What follows belongs to an exercise in optimizing a design on an open flow for small area; a production flow would make more cautious choices.
The RTL was checked by simulation tests, not by an equivalence proof against the original design.

==> flow/design.v <==
module wg_age_counter #(
    parameter [31:0] RESET_VALUE = 32'd0
) (
    input             clk,
    input             rst,
    input             clr,
    input             tick,
    output reg [31:0] age
);
    wire [31:0] base = clr ? 32'd0 : age;
    always @(posedge clk) begin
        if (rst)
            age <= RESET_VALUE;
        else if (tick && base != 32'hFFFFFFFF)
            age <= base + 32'd1;
        else
            age <= base;
    end
endmodule
module wg_dec_ascii (
    input      [15:0] id,
    output reg [55:0] msg,
    output reg [2:0]  len
);
    reg [35:0] s;
    reg [3:0]  digit [0:4];
    reg [2:0]  nd;
    integer i, k;
    always @* begin
        s = {20'd0, id};
        for (i = 0; i < 16; i = i + 1) begin
            for (k = 0; k < 5; k = k + 1)
                if (s[16 + 4*k +: 4] >= 4'd5)
                    s[16 + 4*k +: 4] = s[16 + 4*k +: 4] + 4'd3;
            s = s << 1;
        end
        for (k = 0; k < 5; k = k + 1)
            digit[k] = s[16 + 4*k +: 4];
        if (digit[4] != 4'd0)      nd = 3'd5;
        else if (digit[3] != 4'd0) nd = 3'd4;
        else if (digit[2] != 4'd0) nd = 3'd3;
        else if (digit[1] != 4'd0) nd = 3'd2;
        else                       nd = 3'd1;
        msg = 56'd0;
        for (k = 0; k < 7; k = k + 1) begin
            if (k < nd)
                msg[8*k +: 8] = {4'h3, digit[nd - 1 - k]};
            else if (k == nd)
                msg[8*k +: 8] = 8'h0D;
            else
                msg[8*k +: 8] = 8'h0A;
        end
        len = nd + 3'd2;
    end
endmodule
module wiegand_core (
    input             clk,
    input             rst,
    input             tick_us,
    input             edge_d0,
    input             edge_d1,
    input             cfg_deadtime_en,
    input      [31:0] cfg_dead_time_us,
    input      [31:0] cfg_partial_timeout_us,
    input      [31:0] cfg_gap_us,
    input      [31:0] cfg_dup_window_us,
    input      [31:0] cfg_cadence_us,
    input             cfg_overflow_policy,
    output reg        tx_valid,
    output     [15:0] tx_id,
    output     [55:0] tx_msg,
    output     [2:0]  tx_len,
    output reg        ev_cap_ok,
    output reg        ev_cap_err,
    output reg        ev_q_ovf,
    output     [15:0] ev_push_id,
    output reg        ev_evict,
    output     [15:0] ev_evict_id
);
    localparam FRAME_BITS = 26;
    reg [4:0]  fcnt;
    reg [15:0] idsr;        
    reg [15:0] dup_id;      
    reg        pend;        
    reg [4:0]  head_p;      
    reg [4:0]  tail_p;      
    reg [5:0]  count;
    reg [15:0] ring [0:31];
    reg [15:0] out_id;
    wire [31:0] age_bit, age_edge, age_dup, age_tx;
    wire        q_empty = (count == 6'd0);
    wire        attempt = (age_tx >= cfg_cadence_us);
    wire        pop     = attempt && !q_empty;
    wire abandon  = (fcnt != 5'd0) && (fcnt < FRAME_BITS) && (age_bit > cfg_partial_timeout_us);
    wire complete = (fcnt == FRAME_BITS) && (age_bit > cfg_gap_us);
    wire suppress = (dup_id == idsr) && (age_dup < cfg_dup_window_us);
    wire forward  = complete && !suppress;
    wire [5:0] count_after_pop = count - {5'd0, pop};
    wire       full_after_pop  = count_after_pop[5];
    wire       push_ok     = forward && !full_after_pop;
    wire       push_evict  = forward && full_after_pop && !cfg_overflow_policy;
    wire       push_reject = forward && full_after_pop && cfg_overflow_policy;
    wire       store       = push_ok || push_evict;
    wire [4:0] pend_p = head_p - 5'd1;                
    wire       inj    = pend && (pend_p[3:0] == 4'd0);
    wire [15:0] q_tail_data = (pend && tail_p == pend_p) ? dup_id : ring[tail_p];
    integer i;
    always @(posedge clk) begin
        for (i = 0; i < 31; i = i + 1)
            ring[i] <= ring[i + 1];
        ring[31] <= ring[0];
        if (inj && !pend_p[4]) ring[31] <= dup_id;
        if (inj &&  pend_p[4]) ring[15] <= dup_id;
    end
    always @(posedge clk) begin
        if (rst) begin
            head_p <= 5'd0;
            tail_p <= 5'd0;
            count  <= 6'd0;
            pend   <= 1'b0;
        end else begin
            head_p <= head_p - {4'd0, !store};
            tail_p <= tail_p - {4'd0, !(pop || push_evict)};
            count  <= count_after_pop + {5'd0, push_ok};
            pend   <= store || (pend && !inj);
        end
    end
    wire       clear_frame     = abandon || complete;
    wire [4:0] fcnt_after_poll = clear_frame ? 5'd0 : fcnt;
    wire       edge_in  = edge_d0 || edge_d1;
    wire       accept   = edge_in && (!cfg_deadtime_en || (age_edge > cfg_dead_time_us));
    wire       append   = accept && (fcnt_after_poll < FRAME_BITS);
    wire       id_shift = accept && !clear_frame && (fcnt >= 5'd9) && (fcnt <= 5'd24);
    always @(posedge clk) begin
        if (rst)
            fcnt <= 5'd0;
        else
            fcnt <= fcnt_after_poll + {4'd0, append};
    end
    always @(posedge clk) begin
        if (id_shift)
            idsr <= {idsr[14:0], edge_d1};
    end
    always @(posedge clk) begin
        if (forward)
            dup_id <= idsr;
    end
    wg_age_counter #(.RESET_VALUE(32'd0)) u_age_bit (
        .clk(clk), .rst(rst), .clr(append), .tick(tick_us), .age(age_bit));
    wg_age_counter #(.RESET_VALUE(32'hFFFFFFFF)) u_age_edge (
        .clk(clk), .rst(rst), .clr(accept), .tick(tick_us), .age(age_edge));
    wg_age_counter #(.RESET_VALUE(32'hFFFFFFFF)) u_age_dup (
        .clk(clk), .rst(rst), .clr(forward), .tick(tick_us), .age(age_dup));
    wg_age_counter #(.RESET_VALUE(32'd0)) u_age_tx (
        .clk(clk), .rst(rst), .clr(attempt), .tick(tick_us), .age(age_tx));
    always @(posedge clk) begin
        if (rst) begin
            tx_valid   <= 1'b0;
            ev_cap_ok  <= 1'b0;
            ev_cap_err <= 1'b0;
            ev_q_ovf   <= 1'b0;
            ev_evict   <= 1'b0;
        end else begin
            tx_valid   <= pop;
            ev_cap_ok  <= store;
            ev_cap_err <= abandon;
            ev_q_ovf   <= push_reject;
            ev_evict   <= push_evict;
        end
    end
    always @(posedge clk)
        out_id <= q_tail_data;
    assign tx_id       = out_id;
    assign ev_evict_id = out_id;
    assign ev_push_id  = idsr;
    wg_dec_ascii u_dec_ascii (
        .id (out_id),
        .msg(tx_msg),
        .len(tx_len)
    );
endmodule
==> flow/run.sh <==
#!/bin/bash
# synth_recipe.tcl (not shown) runs the flow's synth.tcl, then flattens the netlist and writes it again
# the make line also repeats each setting of config.mk as NAME=value (left out here)
make -C /OpenROAD-flow-scripts/flow DESIGN_CONFIG=/design/flow/config.mk WORK_HOME=/design/flow/orfs CLKGATE_MAP_FILE= SYNTH_SCRIPT=/design/flow/synth_recipe.tcl finish
==> flow/config.mk <==
export PLATFORM = sky130hd
export DESIGN_NAME = wiegand_core
export DESIGN_NICKNAME = wiegand_core
export VERILOG_FILES = /design/flow/design.v
export SDC_FILE = /design/flow/constraint.sdc
export NUM_CORES = 4
export LEC_CHECK = 0
export CAP_MARGIN = 20
export CORE_MARGIN = 2
export CORE_UTILIZATION = 40
export SLEW_MARGIN = 20
==> flow/constraint.sdc <==
create_clock -name core_clock -period 20.0 [get_ports {clk}]
set_input_delay 4.0000 -clock core_clock [delete_from_list [all_inputs] [get_ports {clk}]]
set_output_delay 4.0000 -clock core_clock [all_outputs]
set_load 0.01 [all_outputs]
==> summary.txt <==
worst max-delay path by stage:
stage	start	endpoint	slack, ns	cells after the start
final	out_id[14]	tx_msg[9]	0.98	67
after global routing	out_id[14]	tx_msg[9]	-0.05	66
after detailed placement	out_id[14]	tx_msg[9]	0.04	65
after floorplan	out_id[14]	tx_msg[9]	1.95	68
after global placement	out_id[14]	tx_msg[9]	0.48	65
after CTS	out_id[14]	tx_msg[9]	0.16	65
flip-flops by register name (all words and copies together), names as in the netlist:
name and count:
idsr 16, head_p 5, pend 1, u_age_dup.age 32
out_id 16, ev_q_ovf 1, fcnt 5, u_age_edge.age 32
ev_cap_ok 1, count 6, tail_p 5, ev_evict 1
dup_id 16, ring 512, u_age_tx.age 32, ev_cap_err 1
u_age_bit.age 32, tx_valid 1
cell usage in the layout, fill, tap and decap left out, types with 35 or more instances in the layout:
cell type	instances
xor2_1	83
a22oi_1	81
a22o_1	85
xnor2_1	87
and3_1	55
dfxtp_1	680
a21o_1	58
nand2_1	209
nand4_1	95
nand3_1	100
ha_1	214
a21oi_1	117
a221oi_1	94
nor3_1	47
nor2b_1	39
inv_1	234
buf_4	55
mux2_2	40
o21ai_0	130
clkdlybuf4s50_1	257
o211ai_1	35
nand2b_1	38
clkbuf_16	72
nor2_1	229
repair_timing:
item | in CTS | in global routing
pin swaps | 2 | 0
setup endpoints to repair | 26 | 30
buffers inserted | 1 | 0
gates resized for setup | 7 | 23
cells by family (layout without fill, tap and decap cells):
family | after synthesis | count (layout) | synth area share
other | 2 | 20 | 0.000226
AOI/OAI and AO/OA | 890 | 890 | 0.202
and+or+nand+nor | 960 | 960 | 0.145
DFF | 715 | 715 | 0.441
muxes | 77 | 77 | 0.0255
adders and majority gates | 216 | 216 | 0.0815
buffers and inverters | 415 | 688 | 0.0526
xor gates and xnor gates | 183 | 183 | 0.0516
synth_stat cells (12+ instances only):
| cell type | instances |
|---|---|
| clkbuf_1 | 112 |
| a31oi_1 | 23 |
| inv_1 | 235 |
| a22oi_1 | 81 |
| nand4_1 | 95 |
| nor4_1 | 18 |
| a211oi_1 | 22 |
| nor2_1 | 237 |
| mux2i_1 | 33 |
| or3_1 | 24 |
| buf_2 | 13 |
| o21a_1 | 28 |
| a21oi_1 | 118 |
| nand2b_1 | 38 |
| mux2_2 | 40 |
| edfxtp_1 | 32 |
| and3_1 | 56 |
| buf_4 | 43 |
| dfxtp_1 | 683 |
| nand2_1 | 211 |
| a21o_1 | 58 |
| a211o_1 | 16 |
| xnor2_1 | 92 |
| a221oi_1 | 94 |
| a22o_1 | 85 |
| and4_1 | 18 |
| o21ai_0 | 130 |
| ha_1 | 216 |
| xor2_1 | 83 |
| nor3_1 | 48 |
| nor2b_1 | 40 |
| nand3_1 | 101 |
| o211ai_1 | 35 |
| o32ai_1 | 20 |
| o221ai_1 | 12 |
| and2_1 | 26 |
final cells by class:
cell class                      instances  area, sq um
Clock buffer                          101         2050
Clock inverter                         28          353
Fill cell                            7714        42800
Inverter                              246          923
Multi-Input combinational cell       2346        17000
Sequential cell                       715        14600
Tap cell                             1070         1340
Timing Repair Buffer                  313         2990
critical path: cells and delay by family (launching register included):
family | cells | cell delay [ns]
compound gates | 19 | 4.16
xor+xnor | 7 | 2.04
fa+ha+maj | 13 | 2.98
buf+inv | 11 | 1.54
flops | 1 | 0.42
mux | 3 | 0.63
simple gates | 14 | 2.57
per-stage QoR:
step / setup slack, ns / instances
5_1_grt: -0.0478 / 4819
6_report: 0.979 / 4819
4_1_cts: 0.157 / 4819
3_3_place_gp: 0.479 / 4689
3_5_place_dp: 0.0369 / 4689
2_1_floorplan: 1.95 / 3476
per-layer routing:
| layer | track usage | up-vias |
|---|---|---|
| met3 | 0.0458 | 176 |
| met1 | 0.299 | 12750 |
| met5 | 0 | - |
| li1 | - | 13106 |
| met2 | 0.350 | 884 |
| met4 | 0.0647 | 12 |
==> results.json <==
{
  "cp.required_ns": 16.00,
  "path_class": "flop to primary output",
  "wl_per_cell_um": 19.9,
  "portBuffers": 258,
  "overflow": 0,
  "yosysSeqAreaShare": 0.441,
  "synth-async-reset-ratio": 0,
  "finalCritPeriodShare": 0.951,
  "firstDrtPassIters": 5,
  "path_max_fanout": 11,
  "setup_violations": 0,
  "routed_wl_mm": 96.1,
  "synth_top_area_frac": 0.412,
  "setup.worst_path.start_class": "flop",
  "drv_slew": 0,
  "ant_nets": 0,
  "syn_area_per_cell_sq_um": 9.59,
  "grt_pass1_vias": 26012,
  "whs_endpoint": "ring[30][9]",
  "syn_area_sq_um": 33200,
  "ys_warn_count": 6,
  "grt_pass1_wl_mm": 148,
  "crit_path_top_delay_cell": "xnor3_2",
  "root_buffer": "clkbuf_16",
  "ys.flop_type": "dfxtp_1",
  "highest_layer": "met5",
  "fin_tns_setup_ns": 0,
  "htree_levels": 3,
  "io-pin-count": 279,
  "synth-edff-count": 32,
  "slew_headroom": 0.248,
  "tightest_slew_ns": 1.13,
  "final_cell_area_sq_um": 39300,
  "start_util": 0.404,
  "via_per_inst": 5.59,
  "clock_path_buffers": 3,
  "synth-seq-cells": 715,
  "min-delay-start": "ring[31][9]",
  "vias": 26928,
  "area_growth_syn_to_layout_pct": 18.6,
  "timing.rr.end": "u_age_tx.age[12]",
  "wl_met1_mm": 43.7,
  "antenna_found_initial": 6,
  "dp_hpwl_mm": 66.7,
  "detailed_place.area_sq_um": 36800,
  "whs_path_depth": 0,
  "fmaxAchievable_mhz": 52.6,
  "cpPeakStageDelay_ns": 0.51,
  "max_cap_viol_count": 0,
  "syn_inst": 3458,
  "dieHeight_um": 292,
  "cts_sinks": 715,
  "period_needed_ns": 19.02,
  "crit_arrival_ns": 15.02,
  "yosysTopAreaCell": "dfxtp_1",
  "whs_ns": 0.334,
  "grt_max_degree": 71,
  "insertedDiodeCount": 0,
  "hold_class": "flop to flop",
  "hold_violations": 0,
  "drt-initial-drc-count": 2073,
  "cp_common_cell": "ha_1",
  "postCtsHoldBufs": 0,
  "endpoint_kind": "primary output",
  "r2r-start": "u_age_tx.age[0]",
  "coreArea_sq_um": 82100,
  "drive_gt1_frac": 0.0856,
  "synthTopCellsByArea": "dfxtp_1, ha_1, edfxtp_1, nor2_1, inv_1",
  "reg2reg_depth": 34,
  "status": "timing/DRC/antenna clean",
  "path_clk_slew_ns": 0.06,
  "met3_length_mm": 6.87,
  "routabilityCongestion": 0.877,
  "clock_latency_ns": 0.62,
  "drc_errors": 0,
  "cts_tree": "built",
  "numCtsBuffers": 72,
  "rows": 105,
  "die_x_um": 292,
  "synth.distinct_cells": 112,
  "met2_length_mm": 43.0,
  "die_area_sq_um": 85200,
  "r2r_slack_ns": 13.22,
  "nets": 4077,
  "fin_util": 0.479,
  "grtUsageTotal": 0.219,
  "fin_worst_skew_ns": 0.0265
}

port drivers added, routing unchanged:
The results above use ideal ports. As a check the final layout listed here was re-extracted and re-timed, cells and wires unchanged. Step 1 assumes that a clkbuf_16 drives the clock port and a buf_2 every other input. Step 2 adds t to the input delays and takes it off the output delays; t is the mean of the earliest and latest rising clock arrival at the registers after step 1. Input paths then give back, and output paths get back, about the clock's delay inside the block. Three values: ideal ports, drivers, drivers and shift; two values: the first two.
t, ns: 0.677
slack for setup (ns): 0.979 / 0.911 / 1.588
worst slew at a driven data input, ns: 0.13
pins driven straight from the clock port: 1
After both steps this run still meets setup and hold. The setup slack of this run moves by -0.068 ns with the drivers and by +0.609 ns with both steps.
